This design comes from an exercise in tuning for a short achievable clock period and few clock cycles on the open sky130 flow, not from production work. Function was checked by simulation only, so behaviour that the tests miss may differ from the original. No activity file was given, so power comes from the tool's default toggle rates.

[design/flow/design.v]
module wh8_core (
    input  wire       clk,
    input  wire       rst,
    input  wire       disp_valid,
    output wire       disp_ready,
    input  wire [1:0] disp_seg,
    input  wire [7:0] disp_pc,
    input  wire [7:0] disp_acc,
    input  wire [7:0] disp_x,
    input  wire [7:0] disp_y,
    input  wire       disp_z,
    input  wire [7:0] disp_ir,
    input  wire [7:0] disp_quantum,
    output wire       mem_req,
    output wire       mem_we,
    output wire [9:0] mem_addr,
    output wire [7:0] mem_wdata,
    input  wire       mem_ack,
    input  wire [7:0] mem_rdata,
    output wire       ret_valid,
    output wire       done_valid,
    output wire [2:0] done_cause,
    output wire [7:0] r_pc,
    output wire [7:0] r_acc,
    output wire [7:0] r_x,
    output wire [7:0] r_y,
    output wire       r_z,
    output wire [7:0] r_ir,
    output reg        con_valid,
    output wire [7:0] con_data
);
    localparam [7:0] OP_BRK   = 8'h00;
    localparam [7:0] OP_ADC   = 8'h6D;
    localparam [7:0] OP_STA   = 8'h8D;
    localparam [7:0] OP_LDY_I = 8'hA0;
    localparam [7:0] OP_LDX_I = 8'hA2;
    localparam [7:0] OP_LDA_I = 8'hA9;
    localparam [7:0] OP_LDY_A = 8'hAC;
    localparam [7:0] OP_LDA_A = 8'hAD;
    localparam [7:0] OP_LDX_A = 8'hAE;
    localparam [7:0] OP_BNE   = 8'hD0;
    localparam [7:0] OP_NOP   = 8'hEA;
    localparam [7:0] OP_CPX   = 8'hEC;
    localparam [7:0] OP_INC   = 8'hEE;
    localparam [7:0] OP_SYS   = 8'hFF;
    localparam [2:0] C_QUANTUM = 3'd0;
    localparam [2:0] C_BRK     = 3'd1;
    localparam [2:0] C_ILLEGAL = 3'd3;
    localparam [2:0] C_OPSEG   = 3'd5;
    localparam [2:0] C_SYSARG  = 3'd6;
    localparam [2:0] C_STRSEG  = 3'd7;
    function [3:0] dec_tens(input [6:0] v);
        begin
            dec_tens[0] = (v == 7'd10) | (v == 7'd11) | (v == 7'd12) | (v == 7'd13) | (v == 7'd14) | (v == 7'd15) | (v == 7'd16) | (v == 7'd17) | (v == 7'd18) | (v == 7'd19) | (v == 7'd30) | (v == 7'd31) | (v == 7'd32) | (v == 7'd33) | (v == 7'd34) | (v == 7'd35) | (v == 7'd36) | (v == 7'd37) | (v == 7'd38) | (v == 7'd39) | (v == 7'd50) | (v == 7'd51) | (v == 7'd52) | (v == 7'd53) | (v == 7'd54) | (v == 7'd55) | (v == 7'd56) | (v == 7'd57) | (v == 7'd58) | (v == 7'd59) | (v == 7'd70) | (v == 7'd71) | (v == 7'd72) | (v == 7'd73) | (v == 7'd74) | (v == 7'd75) | (v == 7'd76) | (v == 7'd77) | (v == 7'd78) | (v == 7'd79) | (v == 7'd90) | (v == 7'd91) | (v == 7'd92) | (v == 7'd93) | (v == 7'd94) | (v == 7'd95) | (v == 7'd96) | (v == 7'd97) | (v == 7'd98) | (v == 7'd99);
            dec_tens[1] = (v == 7'd20) | (v == 7'd21) | (v == 7'd22) | (v == 7'd23) | (v == 7'd24) | (v == 7'd25) | (v == 7'd26) | (v == 7'd27) | (v == 7'd28) | (v == 7'd29) | (v == 7'd30) | (v == 7'd31) | (v == 7'd32) | (v == 7'd33) | (v == 7'd34) | (v == 7'd35) | (v == 7'd36) | (v == 7'd37) | (v == 7'd38) | (v == 7'd39) | (v == 7'd60) | (v == 7'd61) | (v == 7'd62) | (v == 7'd63) | (v == 7'd64) | (v == 7'd65) | (v == 7'd66) | (v == 7'd67) | (v == 7'd68) | (v == 7'd69) | (v == 7'd70) | (v == 7'd71) | (v == 7'd72) | (v == 7'd73) | (v == 7'd74) | (v == 7'd75) | (v == 7'd76) | (v == 7'd77) | (v == 7'd78) | (v == 7'd79);
            dec_tens[2] = (v == 7'd40) | (v == 7'd41) | (v == 7'd42) | (v == 7'd43) | (v == 7'd44) | (v == 7'd45) | (v == 7'd46) | (v == 7'd47) | (v == 7'd48) | (v == 7'd49) | (v == 7'd50) | (v == 7'd51) | (v == 7'd52) | (v == 7'd53) | (v == 7'd54) | (v == 7'd55) | (v == 7'd56) | (v == 7'd57) | (v == 7'd58) | (v == 7'd59) | (v == 7'd60) | (v == 7'd61) | (v == 7'd62) | (v == 7'd63) | (v == 7'd64) | (v == 7'd65) | (v == 7'd66) | (v == 7'd67) | (v == 7'd68) | (v == 7'd69) | (v == 7'd70) | (v == 7'd71) | (v == 7'd72) | (v == 7'd73) | (v == 7'd74) | (v == 7'd75) | (v == 7'd76) | (v == 7'd77) | (v == 7'd78) | (v == 7'd79);
            dec_tens[3] = (v == 7'd80) | (v == 7'd81) | (v == 7'd82) | (v == 7'd83) | (v == 7'd84) | (v == 7'd85) | (v == 7'd86) | (v == 7'd87) | (v == 7'd88) | (v == 7'd89) | (v == 7'd90) | (v == 7'd91) | (v == 7'd92) | (v == 7'd93) | (v == 7'd94) | (v == 7'd95) | (v == 7'd96) | (v == 7'd97) | (v == 7'd98) | (v == 7'd99);
        end
    endfunction
    function [3:0] dec_ones(input [6:0] v);
        begin
            dec_ones[0] = (v == 7'd1) | (v == 7'd3) | (v == 7'd5) | (v == 7'd7) | (v == 7'd9) | (v == 7'd11) | (v == 7'd13) | (v == 7'd15) | (v == 7'd17) | (v == 7'd19) | (v == 7'd21) | (v == 7'd23) | (v == 7'd25) | (v == 7'd27) | (v == 7'd29) | (v == 7'd31) | (v == 7'd33) | (v == 7'd35) | (v == 7'd37) | (v == 7'd39) | (v == 7'd41) | (v == 7'd43) | (v == 7'd45) | (v == 7'd47) | (v == 7'd49) | (v == 7'd51) | (v == 7'd53) | (v == 7'd55) | (v == 7'd57) | (v == 7'd59) | (v == 7'd61) | (v == 7'd63) | (v == 7'd65) | (v == 7'd67) | (v == 7'd69) | (v == 7'd71) | (v == 7'd73) | (v == 7'd75) | (v == 7'd77) | (v == 7'd79) | (v == 7'd81) | (v == 7'd83) | (v == 7'd85) | (v == 7'd87) | (v == 7'd89) | (v == 7'd91) | (v == 7'd93) | (v == 7'd95) | (v == 7'd97) | (v == 7'd99);
            dec_ones[1] = (v == 7'd2) | (v == 7'd3) | (v == 7'd6) | (v == 7'd7) | (v == 7'd12) | (v == 7'd13) | (v == 7'd16) | (v == 7'd17) | (v == 7'd22) | (v == 7'd23) | (v == 7'd26) | (v == 7'd27) | (v == 7'd32) | (v == 7'd33) | (v == 7'd36) | (v == 7'd37) | (v == 7'd42) | (v == 7'd43) | (v == 7'd46) | (v == 7'd47) | (v == 7'd52) | (v == 7'd53) | (v == 7'd56) | (v == 7'd57) | (v == 7'd62) | (v == 7'd63) | (v == 7'd66) | (v == 7'd67) | (v == 7'd72) | (v == 7'd73) | (v == 7'd76) | (v == 7'd77) | (v == 7'd82) | (v == 7'd83) | (v == 7'd86) | (v == 7'd87) | (v == 7'd92) | (v == 7'd93) | (v == 7'd96) | (v == 7'd97);
            dec_ones[2] = (v == 7'd4) | (v == 7'd5) | (v == 7'd6) | (v == 7'd7) | (v == 7'd14) | (v == 7'd15) | (v == 7'd16) | (v == 7'd17) | (v == 7'd24) | (v == 7'd25) | (v == 7'd26) | (v == 7'd27) | (v == 7'd34) | (v == 7'd35) | (v == 7'd36) | (v == 7'd37) | (v == 7'd44) | (v == 7'd45) | (v == 7'd46) | (v == 7'd47) | (v == 7'd54) | (v == 7'd55) | (v == 7'd56) | (v == 7'd57) | (v == 7'd64) | (v == 7'd65) | (v == 7'd66) | (v == 7'd67) | (v == 7'd74) | (v == 7'd75) | (v == 7'd76) | (v == 7'd77) | (v == 7'd84) | (v == 7'd85) | (v == 7'd86) | (v == 7'd87) | (v == 7'd94) | (v == 7'd95) | (v == 7'd96) | (v == 7'd97);
            dec_ones[3] = (v == 7'd8) | (v == 7'd9) | (v == 7'd18) | (v == 7'd19) | (v == 7'd28) | (v == 7'd29) | (v == 7'd38) | (v == 7'd39) | (v == 7'd48) | (v == 7'd49) | (v == 7'd58) | (v == 7'd59) | (v == 7'd68) | (v == 7'd69) | (v == 7'd78) | (v == 7'd79) | (v == 7'd88) | (v == 7'd89) | (v == 7'd98) | (v == 7'd99);
        end
    endfunction
    reg st_idle;    
    reg st_f;       
    reg st_a1;      
    reg st_a2;      
    reg st_d;       
    reg st_w;       
    reg st_s1;      
    reg st_s2;      
    reg st_fz;      
    reg [7:0] pc, acc, x, y, ir;
    reg       z;
    reg       x_is1, x_is2;    
    reg [1:0] seg;
    reg [7:0] qleft;      
    reg       q_is1, q_is2;    
    reg       qinf;       
    reg [7:0] addr;
    reg [7:0] addr1;      
    reg       a_ff;       
    reg [7:0] incv;       
    reg       i_two;      
    reg       i_bne, i_ldai, i_ldxi, i_ldyi;
    reg       i_lda, i_ldx, i_ldy, i_adc, i_cpx, i_sta, i_inc;
    reg [7:0] lo;
    reg [1:0] d_h;
    reg [6:0] d_r;
    reg [2:0] fcause_r;
    reg       d_n3, d_n1;      
    reg       s1_two;          
    reg       s1_first;        
    reg [7:0] ch3;
    reg       ret_r, done_r, rdy_r, req_r, we_r;
    reg [2:0] o_cause;
    reg [9:0] o_addr;
    reg [7:0] o_wdata, o_pc, o_acc, o_x, o_y, o_ir, o_con;
    reg       o_z;
    assign mem_req    = req_r;
    assign mem_we     = we_r;
    assign mem_addr   = o_addr;
    assign mem_wdata  = o_wdata;
    assign disp_ready = rdy_r;
    assign ret_valid  = ret_r;
    assign done_valid = done_r;
    assign done_cause = o_cause;
    assign r_pc  = o_pc;
    assign r_acc = o_acc;
    assign r_x   = o_x;
    assign r_y   = o_y;
    assign r_z   = o_z;
    assign r_ir  = o_ir;
    assign con_data = o_con;
    wire [7:0] rd  = mem_rdata;
    wire       ack = mem_ack;
    wire d_brk  = (rd == OP_BRK);
    wire d_nop  = (rd == OP_NOP);
    wire d_sys  = (rd == OP_SYS);
    wire d_bne  = (rd == OP_BNE);
    wire d_ldai = (rd == OP_LDA_I);
    wire d_ldxi = (rd == OP_LDX_I);
    wire d_ldyi = (rd == OP_LDY_I);
    wire d_lda  = (rd == OP_LDA_A);
    wire d_ldx  = (rd == OP_LDX_A);
    wire d_ldy  = (rd == OP_LDY_A);
    wire d_adc  = (rd == OP_ADC);
    wire d_cpx  = (rd == OP_CPX);
    wire d_sta  = (rd == OP_STA);
    wire d_inc  = (rd == OP_INC);
    wire d_one  = d_bne | d_ldai | d_ldxi | d_ldyi;
    wire d_two  = d_lda | d_ldx | d_ldy | d_adc | d_cpx | d_sta | d_inc;
    wire d_args = d_one | d_two;
    wire rd_nz  = |rd;
    wire [7:0] addr2 = addr1 + 8'd1;
    wire [7:0] tgt   = addr1 + rd;
    wire [8:0] tgt1w = {addr1, 1'b1} + {rd, 1'b1};
    wire [7:0] tgt1  = tgt1w[8:1];
    wire       taken = i_bne & ~z;
    wire qlast   = ~qinf & (ret_r ? q_is2 : q_is1);
    wire f_go    = st_f & ack;
    wire retire  = (f_go & (d_nop | (d_sys & x_is1 & d_n1))) | (st_a1 & ack & ~i_two) |
                   (st_d & ack & ~i_inc) | (st_w & ack) | (st_s1 & ~s1_two) |
                   (st_s2 & ack & ~rd_nz);
    wire fault   = (f_go & ~(d_args | d_nop | (d_sys & (x_is1 | x_is2)))) |
                   (st_a2 & ack & rd_nz) | (st_s2 & ack & rd_nz & a_ff);
    wire [2:0] fcause = st_a2 ? C_OPSEG : st_s2 ? C_STRSEG :
                        d_brk ? C_BRK : d_sys ? C_SYSARG : C_ILLEGAL;
    wire stop_q  = retire & qlast;
    wire start   = st_idle & disp_valid;
    always @(posedge clk) begin
        if (rst) begin
            st_idle <= 1'b1;
            st_f    <= 1'b0;
            st_a1   <= 1'b0;
            st_a2   <= 1'b0;
            st_d    <= 1'b0;
            st_w    <= 1'b0;
            st_s1   <= 1'b0;
            st_s2   <= 1'b0;
            st_fz   <= 1'b0;
            req_r   <= 1'b0;
            we_r    <= 1'b0;
            ret_r   <= 1'b0;
            done_r  <= 1'b0;
            rdy_r   <= 1'b1;
            con_valid <= 1'b0;
        end else begin
            st_idle <= (st_idle & ~disp_valid) | st_fz | stop_q;
            rdy_r   <= (st_idle & ~disp_valid) | st_fz | stop_q;
            req_r   <= start | (req_r & ~st_fz & ~stop_q);
            st_fz   <= fault;
            st_f    <= start | (st_f & ~ack) | (retire & ~qlast);
            st_a1   <= (st_a1 & ~ack) | (f_go & d_args);
            st_a2   <= (st_a2 & ~ack) | (st_a1 & ack & i_two);
            st_d    <= (st_d & ~ack) | (st_a2 & ack & ~rd_nz);
            st_w    <= (st_w & ~ack) | (st_d & ack & i_inc);
            st_s1   <= (f_go & d_sys & x_is1 & ~d_n1) | (st_s1 & s1_two);
            s1_first <= st_f;
            st_s2   <= (st_s2 & ~(ack & (~rd_nz | a_ff))) | (f_go & d_sys & x_is2);
            we_r    <= (st_a2 & ack & i_sta & ~rd_nz) | (st_d & ~ack & we_r) |
                       (st_d & ack & i_inc) | (st_w & ~ack);
            ret_r   <= retire;
            done_r  <= st_fz | stop_q;
            con_valid <= (f_go & d_sys & x_is1) | st_s1 | (st_s2 & ack & rd_nz & ~a_ff);
        end
    end
    wire       tk      = st_a1 & taken;                     
    wire       fs2     = st_f & d_sys & x_is2;              
    wire       s2c     = st_s2 & rd_nz;                     
    wire       pc_en   = start | st_f | st_a1 | st_a2;
    wire [7:0] pc_e    = start ? disp_pc : addr1;
    wire [7:0] pc_d    = tk ? tgt : pc_e;
    wire       ir_en   = start | st_f;
    wire [7:0] ir_d    = start ? disp_ir : rd;
    wire       adc_go  = st_d & i_adc & ack;
    wire       acc_en  = start | (st_a1 & i_ldai) | (st_d & i_lda) | adc_go;
    wire [7:0] acc_sum = acc + rd;
    wire [7:0] acc_d   = (st_d & i_adc) ? acc_sum : start ? disp_acc : rd;
    wire       x_en    = start | (st_a1 & i_ldxi) | (st_d & i_ldx);
    wire [7:0] x_d     = start ? disp_x : rd;
    wire       y_en    = start | (st_a1 & i_ldyi) | (st_d & i_ldy);
    wire [7:0] y_d     = start ? disp_y : rd;
    wire       z_en    = start | (st_d & i_cpx);
    wire       z_d     = start ? disp_z : (rd == x);
    wire       addr_en = start | (ack & (st_f | st_a1 | st_a2 | st_w | st_s2 | (st_d & ~i_inc)));
    wire [7:0] addr_e  = start ? disp_pc : st_a2 ? lo : (st_f | st_a1) ? addr1 : pc;
    wire [7:0] addr_d  = tk ? tgt : (fs2 | s2c) ? (st_f ? y : addr1) : addr_e;
    wire [7:0] addr1_e = start ? disp_pc + 8'd1 : st_a2 ? lo + 8'd1 : (st_f | st_a1) ? addr2 : pc + 8'd1;
    wire [7:0] addr1_d = tk ? tgt1 : (fs2 | s2c) ? (st_f ? y + 8'd1 : addr2) : addr1_e;
    wire [7:0] oaddr_e = addr_en ? addr_e : st_s1 ? pc : addr;
    wire [7:0] oaddr_d = (ack & tk) ? tgt : (ack & (fs2 | s2c)) ? (st_f ? y : addr1) : oaddr_e;
    wire [1:0] seg_d   = start ? disp_seg : seg;
    wire [7:0] inc_d   = rd + 8'd1;
    wire       inc_now = st_d & ack & i_inc;
    wire [7:0] q_d     = start ? disp_quantum : qleft - 8'd1;
    always @(posedge clk) begin
        if (pc_en)  pc  <= pc_d;
        if (ir_en)  ir  <= ir_d;
        if (acc_en) acc <= acc_d;
        if (x_en) begin
            x     <= x_d;
            x_is1 <= (x_d == 8'd1);
            x_is2 <= (x_d == 8'd2);
        end
        if (y_en) begin
            y    <= y_d;
            d_h  <= (y_d >= 8'd200) ? 2'd2 : (y_d >= 8'd100) ? 2'd1 : 2'd0;
            d_n3 <= (y_d >= 8'd100);
            d_n1 <= (y_d < 8'd10);
        end
        if (z_en)   z   <= z_d;
        if (start)  seg <= disp_seg;
        addr1 <= addr_en ? addr1_d : addr + 8'd1;
        if (addr_en) begin
            addr  <= addr_d;
            a_ff  <= st_f ? (y == 8'hFF) : (addr1 == 8'hFF);
        end
        if (st_d & i_inc) incv <= inc_d;
        if (start | ret_r) begin
            qleft <= q_d;
            q_is1 <= start ? (disp_quantum == 8'd1) : (qleft == 8'd2);
            q_is2 <= start ? (disp_quantum == 8'd2) : (qleft == 8'd3);
        end
        if (start) qinf <= (disp_quantum == 8'd0);
        if (st_f) begin
            i_two  <= d_two;
            i_bne  <= d_bne;
            i_ldai <= d_ldai;
            i_ldxi <= d_ldxi;
            i_ldyi <= d_ldyi;
            i_lda  <= d_lda;
            i_ldx  <= d_ldx;
            i_ldy  <= d_ldy;
            i_adc  <= d_adc;
            i_cpx  <= d_cpx;
            i_sta  <= d_sta;
            i_inc  <= d_inc;
        end
        if (st_a1) lo <= rd;
        if (st_f) d_r <= y[6:0] - (d_h[1] ? 7'd72 : d_h[0] ? 7'd100 : 7'd0);
        if (st_f | st_s1) s1_two <= st_f & d_n3;
        if (st_s1) ch3 <= {4'h3, dec_ones(d_r)};
        if (~st_fz) fcause_r <= fcause;
        o_pc    <= tk ? tgt : st_fz ? 8'd0 : pc_en ? pc_e : pc;
        o_ir    <= st_fz ? 8'd0 : ir_en  ? ir_d  : ir;
        o_acc   <= adc_go ? acc_sum : st_fz ? 8'd0 : acc_en ? acc_d : acc;
        o_x     <= st_fz ? 8'd0 : x_en   ? x_d   : x;
        o_y     <= st_fz ? 8'd0 : y_en   ? y_d   : y;
        o_z     <= st_fz ? 1'b0 : z_en   ? z_d   : z;
        o_addr  <= {seg_d, oaddr_d};
        o_wdata <= inc_now ? inc_d : st_w ? incv : acc;
        o_cause <= st_fz ? fcause_r : C_QUANTUM;
        o_con   <= st_f  ? {4'h3, d_n3 ? {2'b00, d_h} : d_n1 ? y[3:0] : dec_tens(y[6:0])} :
                   st_s1 ? (s1_first ? {4'h3, d_n3 ? dec_tens(d_r) : dec_ones(d_r)} : ch3) : rd;
    end
endmodule
[design/flow/flow/run.sh]
#!/bin/bash
# Layout flow: the standard flow (standard.sh), with slow many-input OR/NOR,
# AOI/OAI and AND4/NAND4 cells added to the platform's don't-use list so that
# synthesis maps the logic to faster cells. Flip-flop mapping is unchanged,
# so the registers are the standard synthesis's. Each tool's output is kept
# in orfs/logs/; make's own output goes to flow_make.log.
set -euo pipefail
here="$(pwd)"
cells="$(cat flow/dont_use.txt)"
printf '\nexport DONT_USE_CELLS = %s\n' "$cells" >> config.mk
bash standard.sh > "$here/flow_make.log" 2>&1
[design/flow/flow/dont_use.txt]
sky130_fd_sc_hd__a2111o_1 sky130_fd_sc_hd__a2111o_2 sky130_fd_sc_hd__a2111o_4 sky130_fd_sc_hd__a2111oi_0 sky130_fd_sc_hd__a2111oi_1 sky130_fd_sc_hd__a2111oi_2 sky130_fd_sc_hd__a2111oi_4 sky130_fd_sc_hd__a221o_1 sky130_fd_sc_hd__a221o_2 sky130_fd_sc_hd__a221o_4 sky130_fd_sc_hd__a221oi_1 sky130_fd_sc_hd__a221oi_2 sky130_fd_sc_hd__a221oi_4 sky130_fd_sc_hd__a222oi_1 sky130_fd_sc_hd__a311o_1 sky130_fd_sc_hd__a311o_2 sky130_fd_sc_hd__a311o_4 sky130_fd_sc_hd__a311oi_1 sky130_fd_sc_hd__a311oi_2 sky130_fd_sc_hd__a311oi_4 sky130_fd_sc_hd__a32o_1 sky130_fd_sc_hd__a32o_2 sky130_fd_sc_hd__a32o_4 sky130_fd_sc_hd__a32oi_1 sky130_fd_sc_hd__a32oi_2 sky130_fd_sc_hd__a32oi_4 sky130_fd_sc_hd__a41o_1 sky130_fd_sc_hd__a41o_2 sky130_fd_sc_hd__a41o_4 sky130_fd_sc_hd__a41oi_1 sky130_fd_sc_hd__a41oi_2 sky130_fd_sc_hd__a41oi_4 sky130_fd_sc_hd__and4_1 sky130_fd_sc_hd__and4_2 sky130_fd_sc_hd__and4_4 sky130_fd_sc_hd__and4b_1 sky130_fd_sc_hd__and4b_2 sky130_fd_sc_hd__and4b_4 sky130_fd_sc_hd__and4bb_1 sky130_fd_sc_hd__and4bb_2 sky130_fd_sc_hd__and4bb_4 sky130_fd_sc_hd__nand4_1 sky130_fd_sc_hd__nand4_2 sky130_fd_sc_hd__nand4_4 sky130_fd_sc_hd__nand4b_1 sky130_fd_sc_hd__nand4b_2 sky130_fd_sc_hd__nand4b_4 sky130_fd_sc_hd__nand4bb_1 sky130_fd_sc_hd__nand4bb_2 sky130_fd_sc_hd__nand4bb_4 sky130_fd_sc_hd__nor3_1 sky130_fd_sc_hd__nor3_2 sky130_fd_sc_hd__nor3_4 sky130_fd_sc_hd__nor3b_1 sky130_fd_sc_hd__nor3b_2 sky130_fd_sc_hd__nor3b_4 sky130_fd_sc_hd__nor4_1 sky130_fd_sc_hd__nor4_2 sky130_fd_sc_hd__nor4_4 sky130_fd_sc_hd__nor4b_1 sky130_fd_sc_hd__nor4b_2 sky130_fd_sc_hd__nor4b_4 sky130_fd_sc_hd__nor4bb_1 sky130_fd_sc_hd__nor4bb_2 sky130_fd_sc_hd__nor4bb_4 sky130_fd_sc_hd__o2111a_1 sky130_fd_sc_hd__o2111a_2 sky130_fd_sc_hd__o2111a_4 sky130_fd_sc_hd__o2111ai_1 sky130_fd_sc_hd__o2111ai_2 sky130_fd_sc_hd__o2111ai_4 sky130_fd_sc_hd__o221a_1 sky130_fd_sc_hd__o221a_2 sky130_fd_sc_hd__o221a_4 sky130_fd_sc_hd__o221ai_1 sky130_fd_sc_hd__o221ai_2 sky130_fd_sc_hd__o221ai_4 sky130_fd_sc_hd__o311a_1 sky130_fd_sc_hd__o311a_2 sky130_fd_sc_hd__o311a_4 sky130_fd_sc_hd__o311ai_0 sky130_fd_sc_hd__o311ai_1 sky130_fd_sc_hd__o311ai_2 sky130_fd_sc_hd__o311ai_4 sky130_fd_sc_hd__o32a_1 sky130_fd_sc_hd__o32a_2 sky130_fd_sc_hd__o32a_4 sky130_fd_sc_hd__o32ai_1 sky130_fd_sc_hd__o32ai_2 sky130_fd_sc_hd__o32ai_4 sky130_fd_sc_hd__o41a_1 sky130_fd_sc_hd__o41a_2 sky130_fd_sc_hd__o41a_4 sky130_fd_sc_hd__o41ai_1 sky130_fd_sc_hd__o41ai_2 sky130_fd_sc_hd__o41ai_4 sky130_fd_sc_hd__or3_1 sky130_fd_sc_hd__or3_2 sky130_fd_sc_hd__or3_4 sky130_fd_sc_hd__or3b_1 sky130_fd_sc_hd__or3b_2 sky130_fd_sc_hd__or3b_4 sky130_fd_sc_hd__or4_1 sky130_fd_sc_hd__or4_2 sky130_fd_sc_hd__or4_4 sky130_fd_sc_hd__or4b_1 sky130_fd_sc_hd__or4b_2 sky130_fd_sc_hd__or4b_4 sky130_fd_sc_hd__or4bb_1 sky130_fd_sc_hd__or4bb_2 sky130_fd_sc_hd__or4bb_4  sky130_fd_sc_hd__clkinvlp_2 sky130_fd_sc_hd__clkinvlp_4
[design/flow/standard.sh]
#!/bin/bash
# synth_recipe.tcl (not shown) runs the flow's synth.tcl, then flattens the netlist and writes it again
# the make line also repeats each setting of config.mk as NAME=value (left out here)
make -C /OpenROAD-flow-scripts/flow DESIGN_CONFIG=/design/flow/config.mk WORK_HOME=/design/flow/orfs CLKGATE_MAP_FILE= SYNTH_SCRIPT=/design/flow/synth_recipe.tcl "${@:-finish}"
[design/flow/config.mk]
export PLATFORM = sky130hd
export DESIGN_NAME = wh8_core
export DESIGN_NICKNAME = wh8_core
export VERILOG_FILES = /design/flow/design.v
export SDC_FILE = /design/flow/constraint.sdc
export NUM_CORES = 4
export LEC_CHECK = 0
export CAP_MARGIN = 20
export CORE_MARGIN = 2
export CORE_UTILIZATION = 40
export SETUP_SLACK_MARGIN = 3.0
export SLEW_MARGIN = 20

export DONT_USE_CELLS = sky130_fd_sc_hd__a2111o_1 sky130_fd_sc_hd__a2111o_2 sky130_fd_sc_hd__a2111o_4 sky130_fd_sc_hd__a2111oi_0 sky130_fd_sc_hd__a2111oi_1 sky130_fd_sc_hd__a2111oi_2 sky130_fd_sc_hd__a2111oi_4 sky130_fd_sc_hd__a221o_1 sky130_fd_sc_hd__a221o_2 sky130_fd_sc_hd__a221o_4 sky130_fd_sc_hd__a221oi_1 sky130_fd_sc_hd__a221oi_2 sky130_fd_sc_hd__a221oi_4 sky130_fd_sc_hd__a222oi_1 sky130_fd_sc_hd__a311o_1 sky130_fd_sc_hd__a311o_2 sky130_fd_sc_hd__a311o_4 sky130_fd_sc_hd__a311oi_1 sky130_fd_sc_hd__a311oi_2 sky130_fd_sc_hd__a311oi_4 sky130_fd_sc_hd__a32o_1 sky130_fd_sc_hd__a32o_2 sky130_fd_sc_hd__a32o_4 sky130_fd_sc_hd__a32oi_1 sky130_fd_sc_hd__a32oi_2 sky130_fd_sc_hd__a32oi_4 sky130_fd_sc_hd__a41o_1 sky130_fd_sc_hd__a41o_2 sky130_fd_sc_hd__a41o_4 sky130_fd_sc_hd__a41oi_1 sky130_fd_sc_hd__a41oi_2 sky130_fd_sc_hd__a41oi_4 sky130_fd_sc_hd__and4_1 sky130_fd_sc_hd__and4_2 sky130_fd_sc_hd__and4_4 sky130_fd_sc_hd__and4b_1 sky130_fd_sc_hd__and4b_2 sky130_fd_sc_hd__and4b_4 sky130_fd_sc_hd__and4bb_1 sky130_fd_sc_hd__and4bb_2 sky130_fd_sc_hd__and4bb_4 sky130_fd_sc_hd__nand4_1 sky130_fd_sc_hd__nand4_2 sky130_fd_sc_hd__nand4_4 sky130_fd_sc_hd__nand4b_1 sky130_fd_sc_hd__nand4b_2 sky130_fd_sc_hd__nand4b_4 sky130_fd_sc_hd__nand4bb_1 sky130_fd_sc_hd__nand4bb_2 sky130_fd_sc_hd__nand4bb_4 sky130_fd_sc_hd__nor3_1 sky130_fd_sc_hd__nor3_2 sky130_fd_sc_hd__nor3_4 sky130_fd_sc_hd__nor3b_1 sky130_fd_sc_hd__nor3b_2 sky130_fd_sc_hd__nor3b_4 sky130_fd_sc_hd__nor4_1 sky130_fd_sc_hd__nor4_2 sky130_fd_sc_hd__nor4_4 sky130_fd_sc_hd__nor4b_1 sky130_fd_sc_hd__nor4b_2 sky130_fd_sc_hd__nor4b_4 sky130_fd_sc_hd__nor4bb_1 sky130_fd_sc_hd__nor4bb_2 sky130_fd_sc_hd__nor4bb_4 sky130_fd_sc_hd__o2111a_1 sky130_fd_sc_hd__o2111a_2 sky130_fd_sc_hd__o2111a_4 sky130_fd_sc_hd__o2111ai_1 sky130_fd_sc_hd__o2111ai_2 sky130_fd_sc_hd__o2111ai_4 sky130_fd_sc_hd__o221a_1 sky130_fd_sc_hd__o221a_2 sky130_fd_sc_hd__o221a_4 sky130_fd_sc_hd__o221ai_1 sky130_fd_sc_hd__o221ai_2 sky130_fd_sc_hd__o221ai_4 sky130_fd_sc_hd__o311a_1 sky130_fd_sc_hd__o311a_2 sky130_fd_sc_hd__o311a_4 sky130_fd_sc_hd__o311ai_0 sky130_fd_sc_hd__o311ai_1 sky130_fd_sc_hd__o311ai_2 sky130_fd_sc_hd__o311ai_4 sky130_fd_sc_hd__o32a_1 sky130_fd_sc_hd__o32a_2 sky130_fd_sc_hd__o32a_4 sky130_fd_sc_hd__o32ai_1 sky130_fd_sc_hd__o32ai_2 sky130_fd_sc_hd__o32ai_4 sky130_fd_sc_hd__o41a_1 sky130_fd_sc_hd__o41a_2 sky130_fd_sc_hd__o41a_4 sky130_fd_sc_hd__o41ai_1 sky130_fd_sc_hd__o41ai_2 sky130_fd_sc_hd__o41ai_4 sky130_fd_sc_hd__or3_1 sky130_fd_sc_hd__or3_2 sky130_fd_sc_hd__or3_4 sky130_fd_sc_hd__or3b_1 sky130_fd_sc_hd__or3b_2 sky130_fd_sc_hd__or3b_4 sky130_fd_sc_hd__or4_1 sky130_fd_sc_hd__or4_2 sky130_fd_sc_hd__or4_4 sky130_fd_sc_hd__or4b_1 sky130_fd_sc_hd__or4b_2 sky130_fd_sc_hd__or4b_4 sky130_fd_sc_hd__or4bb_1 sky130_fd_sc_hd__or4bb_2 sky130_fd_sc_hd__or4bb_4  sky130_fd_sc_hd__clkinvlp_2 sky130_fd_sc_hd__clkinvlp_4
[design/flow/constraint.sdc]
create_clock -name core_clock -period 5.0 [get_ports {clk}]
set_input_delay 1.0000 -clock core_clock [delete_from_list [all_inputs] [get_ports {clk}]]
set_output_delay 1.0000 -clock core_clock [all_outputs]
set_load 0.01 [all_outputs]
==> run summary <==
- Outcome: complete, no violations
- Mapped Area: 12200 µm²
- Maxcap violations: 0
- Synthesis-to-finish area growth: 33.6%
- Mapped Nets: 1549
- Final HPWL DP: 29700 µm
- Per-cell routed wire length: 21.5 µm
- DIE HEIGHT: 178 µm
- Skew final: 0.0169 ns
- Max reg flops: 9
- CP delay by family, top: adder cells
- Fin Hold WS: 0.467 ns
- Routed WL: 44000 µm
- CTS Buf Count: 23
- Starting Density: 40.8%
- RD Place Congestion: 0.914
- DP Area: 14100 µm²
- Layout cells sized above 1: 27.2%
- Final Instance Area: 16200 µm²
- Synth area leaders: dfxtp_1, edfxtp_1, a21oi_1, nand2_1, o21ai_0
- Vias per cell: 5.74
- Total gr overflow: 0
- Most common cell in the netlist: nand2_1
- Number of synthesized flops with an enable pin: 80
- Clock Tree Root: clkbuf_16
- Worst path bufs/invs: 4
- Multi-input gate area: 7620 µm²
- Critical path cell sequence: buf_8, buf_12, clkinv_16, ha_4, inv_2, fa_2, a21o_1, a21oi_2, xor2_2, nand3_1, o21ai_1, a21oi_1
- CTS tree: yes
- Final ANT Viol Nets: 0
- Cell Pwr Density: 351 nW/µm²
- Mapped Cells: 1448
- Port bufs: 138
- Crit start category: primary input
- Initial antenna violation count: 2
- Element type at the critical path end: flop
- Vias: 11700
- Final Hold Fails: 0
- ANT cells: 0
- CP max stage cell: fa_2
- Worst skew pair latency: 0.53 ns
- Critical path arrival: 2.71 ns
- Largest net degree at the start of global routing: 45
- Max IR drop VDD: 0.000305 V
- Clock slew at reported path FFs: 0.06 ns
- I/O pin cnt: 139
- Worst slew pin tran: 0.934 ns
- Final Setup Violations: 0
- Initial DRC Count: 1234
- Synth cell types: 56
- # hold bufs at CTS: 0
- # rows: 63
- H-tree levels: 1
- Flop2flop setup slack: 2.77 ns
- Max incr delay on CP: 0.38 ns
- Synth top area share: 20.2%
- Seq/Total Area, Yosys: 40.0%
- Die area: 31800 µm²
- Crit Path Class: primary input to flop
- Die width: 178 µm
- Synth cell count leaders: nand2_1, nor2_1, a21oi_1
- Ys flop type: dfxtp_1
- RSZ-0062 raised after global routing: true
- Relative slew slack: 37.7%
- Total track usage: 26.8%
- Total negative slack: 0 ns
- Final nets: 1742
- Register bit total from synthesis: 203
- Asr flop ratio synth: 0%
- Required @ worst endpoint: 5.41 ns
- P_leak: 0.00644 µW
- Max frequency: 0.433 GHz
- Yosys top cell by area: dfxtp_1
- Layout Utilization: 54.5%
- Fillcell total: 2765
- Flip-flop and latch area: 4910 µm²
- Core ar.: 29800 µm²
- Hold Path Class: flop to flop
- Crit path time final: 2.31 ns
- CTS Sinks: 203
- # DRC: 0
- First-pass GRT wire length: 65400 µm
- Syn avg cell area: 8.40 µm²
- Biggest register: o_addr
- Detailed Routing Iterations Pass 1: 7
- Crit-path max FO: 7
- Vias in the first global route: 11000
- CTS max path bufs: 3
- Part of the cycle the worst path needs: 46.1%
- Fin. max-slew vios: 0
- Yosys warns: 1
## logic make-up after synthesis
group	after synthesis	share of synthesized area, %
multiplexers	50	4.18
flip-flops	203	40.0
buffers and inverters	135	4.63
adder cells (fa/ha/maj)	38	4.16
AO/OA/AOI/OAI	398	19.5
XOR/XNOR	81	5.83
AND/OR/NAND/NOR	543	21.6
## what timing repair did
action / 4_1_cts / 5_1_grt
pin swaps: 49 / 70
cloned: 5 / 1
setup buffers: 57 / 42
setup endpoints to repair: 282 / 91
resized for setup: 485 / 116
## through the flow
stage               total power, µW  std cells  worst slack (ns)
floorplan                      3050       1448              2.34
global placement               3630       1901              1.14
detailed placement             3620       1901              1.12
CTS                            5550       2004              2.69
global route                   5920       2047              2.62
finish                         5700       2047              2.69
## power breakdown
part | switching, µW | internal [µW] | leakage (µW)
Combinational | 934 | 814 | 0.00425
Clock | 705 | 1100 | 0.000403
Sequential | 210 | 1940 | 0.00179
## worst register-to-register path, delay by kind of cell (launching register included)
kind | cells | cell delay (ns)
flip-flops | 1 | 0.68
AND/OR/NAND/NOR | 1 | 0.12
adder cells (fa/ha/maj) | 1 | 0.32
XOR/XNOR | 1 | 0.22
AO/OA/AOI/OAI | 4 | 0.66
## path summary, 6_finish.rpt
path | startpoint | endpoint | cells past startpoint
min | fcause_r[2] | o_cause[2] | 1
max | mem_rdata[0] | addr1[4] | 12
min reg2reg | fcause_r[2] | o_cause[2] | 1
max reg2reg | addr1[4] | addr[7] | 7
## cells in the final DEF, fill, tap and decap left out, types with 9 or more instances in the layout
cell             netlist  layout
a211oi_1              16      12
a21o_1                 9       9
a21oi_1              134     118
a21oi_2                1      16
a31oi_1               22      20
and2_1                49      45
and3_1                41      36
buf_12                 0      10
buf_2                 21      67
buf_4                  0      92
buf_6                  4      31
clkbuf_16              0      26
clkdlybuf4s50_1        0      49
dfxtp_1              123      97
dfxtp_2                0      21
edfxtp_1              80      80
ha_1                  34      12
ha_4                   0      18
inv_1                 39      31
mux2i_1               44      42
nand2_1              157     146
nand2b_1              33      30
nand3_1               63      58
nand3b_1              14      14
nor2_1               136     125
nor2_2                 1       9
nor2b_1               27      21
o211ai_1              17      17
o21ai_0              108      77
o21ai_1                4      22
o21ai_2                2      13
o22ai_1               17      16
xnor2_1               45      39
xor2_1                36      31
## layout make-up
cell class	instances	area share [%]
well taps	390	3.00
inverters	42	1.29
flip-flops and latches	203	30.2
clock buffers	34	4.43
clock inverters	7	0.531
repair buffers	258	13.6
multi-input cells	1113	46.9
## layer usage
layer | global-route usage, % | part of all wire (%) | wire length, µm
met1 | 38.1 | 43 | 19100
met2 | 41.0 | 44 | 19300
met3 | 5.24 | 9.4 | 4140
met4 | 8.30 | 3.2 | 1410
met5 | 0 | 0.075 | 33
Testbench counts, summed over its fixed seeds: cycles 416,322.

afterwards: timing with drivers on the ports:
The results above use ideal ports. As a check the final layout listed here was re-extracted and re-timed, cells and wires unchanged. Step 1 (the two cells are an assumption about what drives the block):
set clk [get_ports {clk}]
set_driving_cell -lib_cell sky130_fd_sc_hd__clkbuf_16 $clk
set_driving_cell -lib_cell sky130_fd_sc_hd__buf_2 [delete_from_list [all_inputs] $clk]
Step 2 also shifts input and output timing later by t, the mid clock arrival at the registers, as if the neighbouring blocks saw the same clock. Three values: ideal ports, drivers, drivers and shift; two values: the first two.
t (ns): 0.566
setup WS [ns]: 2.693 / 2.701 / 2.135
worst hold slack (ns): 0.467 / 0.467 / 0.467
cell pins on the clock port's net: 1
After both steps this run still meets setup and hold. For this run, drivers alone change the setup slack by +0.008 ns; drivers and shift together by -0.558 ns.
